Background: an optimization exercise with open tools, aiming at small area, a short achievable clock period and few clock cycles per item. Do not read the settings as production practice.

Design isg_extract, start of the top module:
module isg_extract (
    input  wire        clk,
    input  wire        rst,         
    input  wire        cfg_we,
    input  wire [5:0]  cfg_addr,
    input  wire [5:0]  cfg_pos,
    input  wire [6:0]  npos,        
    input  wire [31:0] qstep,       
    input  wire        variant,     
    input  wire        in_valid,
    input  wire [7:0]  in_data,
    output wire        in_ready,
    output reg         done,
    output reg  [63:0] bits_out
);
    reg        cfg_we_r;
    reg [5:0]  cfg_addr_r, cfg_pos_r;
    reg [31:0] qstep_r;
    reg        variant_r;
    reg [6:0]  npos_r;
    reg [5:0]  pos_tab [0:63];
    always @(posedge clk) begin
        cfg_we_r   <= cfg_we;
        cfg_addr_r <= cfg_addr;
        cfg_pos_r  <= cfg_pos;
        qstep_r    <= qstep;
        variant_r  <= variant;
        npos_r     <= npos;
        if (cfg_we_r)
            pos_tab[cfg_addr_r] <= cfg_pos_r;
    end
    reg  [5:0] c;             
    reg  [5:0] ld_cnt;        
    reg        in_ready_r;
    reg        smp_v;
    reg  [7:0] smp_r;         
    assign in_ready = in_ready_r;
    wire accept = in_valid & in_ready_r & ~rst;
    always @(posedge clk) begin
        smp_r <= {~in_data[7], in_data[6:0]};
        smp_v <= accept;
    end
    reg  [511:0] ringv;
    wire [7:0]   ring63 = ringv[511:504];
    wire [7:0]   tail_in = smp_v ? smp_r : ring63;
    always @(posedge clk)
        ringv <= {ringv[503:0], tail_in};
  ...
For scale: about 2400 flip-flops, ~130 I/O pins, ~0.11 mm² of cells after synthesis.
clock: 13.0 ns
lec_check: 0
abc_area: 1
cap_margin: 20
core_margin: 2
core_utilization: 55
place_density: 0.7
slew_margin: 20
run.sh (not shown) runs the stock make flow with config.mk's settings and CLKGATE_MAP_FILE= SYNTH_SCRIPT=/design/flow/synth_recipe.tcl, a recipe that flattens the netlist after the stock synthesis.
The starting point went through all stages and came out clean.
Change:
--- a/flow/design.v
+++ b/flow/design.v
@@ -630,38 +630,41 @@
             resv <= {resv[251:0], res_in};
     end
     reg [31:0] qn;
     reg [4:0]  s_norm;
     always @(posedge clk) begin
         idle_d <= idle_all;
         if (idle_all || idle_d) begin
             qn <= qstep_r; s_norm <= 5'd0;
-        end else if (qn[31:30] == 2'b00 && qn != 32'd0) begin
-            qn <= {qn[29:0], 2'b00}; s_norm <= s_norm + 5'd2;
+        end else if (!qn[31] && qn != 32'd0) begin
+            qn <= {qn[30:0], 1'b0}; s_norm <= s_norm + 5'd1;
         end
-        fast <= variant_r || ((qn[31:30] != 2'b00 || qn == 32'd0) && s_norm <= 5'd12);
+        fast <= variant_r || ((qn[31] || qn == 32'd0) && s_norm <= 5'd12);
     end
-    reg [34:0] dv3;
-    reg [3:0]  dsteps;
+    reg [35:0] dv3;
+    reg [4:0]  dsteps;
+    wire [35:0] dva = s_norm[0] ? {2'b00, qn, 2'b00} : {3'b000, qn, 1'b0};
     always @(posedge clk) begin
-        dv3 <= {qn, 1'b0} + {qn, 2'b00};
-        dsteps <= s_norm[4:1];
+        dv3 <= dva + {dva[34:0], 1'b0};
+        dsteps <= ({1'b0, s_norm} + 6'd1) >> 1;
     end
     reg [33:0] drem;
     reg        dneg, dq, dpbit;
     reg [5:0]  dp;
     wire [33:0] n_c2  = {{5{head_c[27]}}, head_c, 1'b0};
     wire [33:0] n_val = n_c2 + {2'b00, qstep_r};
     wire [33:0] n_neg = ~n_c2 + ~{2'b00, qstep_r} + 34'd2;
     wire [33:0] n_abs = n_val[33] ? n_neg : n_val;
+    wire [35:0] dv1 = dva;
+    wire [35:0] dv2 = {dva[34:0], 1'b0};
     wire [36:0] r4  = {1'b0, drem, 2'b00};
-    wire [36:0] t1  = r4 - {4'b0000, qn, 1'b0};
-    wire [36:0] t2  = r4 - {3'b000, qn, 2'b00};
-    wire [36:0] t3  = r4 - {2'b00, dv3};
+    wire [36:0] t1  = r4 - {1'b0, dv1};
+    wire [36:0] t2  = r4 - {1'b0, dv2};
+    wire [36:0] t3  = r4 - {1'b0, dv3};
     wire ge1 = ~t1[36], ge2 = ~t2[36], ge3 = ~t3[36];
     wire [33:0] rnext = ge3 ? t3[33:0] : ge2 ? t2[33:0] : ge1 ? t1[33:0] : r4[33:0];
     wire        qodd  = ge3 | (ge1 & ~ge2);
     wire        wr  = dbusy && (dcnt == 5'd0);
     wire        res_bit = variant_r ? dpbit : (dq ^ (dneg & (drem != 34'd0)));
     reg [6:0] res_cnt;
     assign last_res = wr && ({res_cnt + 7'd1} == npos_r);
     always @(posedge clk) begin
@@ -669,17 +672,17 @@
             dbusy <= 1'b0; dcnt <= 5'd0;
         end else if (take) begin
             dbusy <= 1'b1;
             drem  <= n_abs;
             dneg  <= n_val[33];
             dq    <= 1'b0;
             dpbit <= head_c[16] ^ head_c[15];
             dp    <= head_p;
-            dcnt  <= variant_r ? 5'd0 : {1'b0, dsteps};
+            dcnt  <= variant_r ? 5'd0 : dsteps;
         end else if (wr) begin
             dbusy <= 1'b0;
         end else if (dbusy) begin
             drem <= rnext; dq <= qodd; dcnt <= dcnt - 5'd1;
         end
     end
     integer bi;
     always @(posedge clk) begin
=>
- The changed run finished with timing, DRC and antenna clean
- setup slack gains 6.9 ps
- final cell count rose by about 3.3%
- utilization fell by 0.20 points
- count of clock-buffer cells in the layout goes up by 8
- maximum frequency barely changes
Function was not checked in any run of this note: the RTL went through the layout flow alone.

afterwards: timing with drivers on the ports:
Ports are ideal in the flow. The routed layouts listed here were re-timed in OpenROAD. Step 1, drivers: a clkbuf_16 drives clk and a buf_2 each remaining input, both assumed. Step 2, shift: input delay + t, output delay - t, t = (earliest + latest rising clock arrival at the registers) / 2. This alone moves slack from input paths to output paths. Slacks: no drivers / after step 1 / after step 2; pairs: no drivers / after step 1.
run	shift t [ns]	setup WS [ns]	clock arrival spread, ns
the first run	0.951	8.029 / 8.032 / 7.139	0.094 / 0.094
the second run	0.966	8.036 / 8.101 / 7.135	0.098 / 0.098
After both steps every run listed still meets setup and hold. For the second run, which loses most, drivers alone change the setup slack by +0.065 ns; drivers and shift together by -0.901 ns.
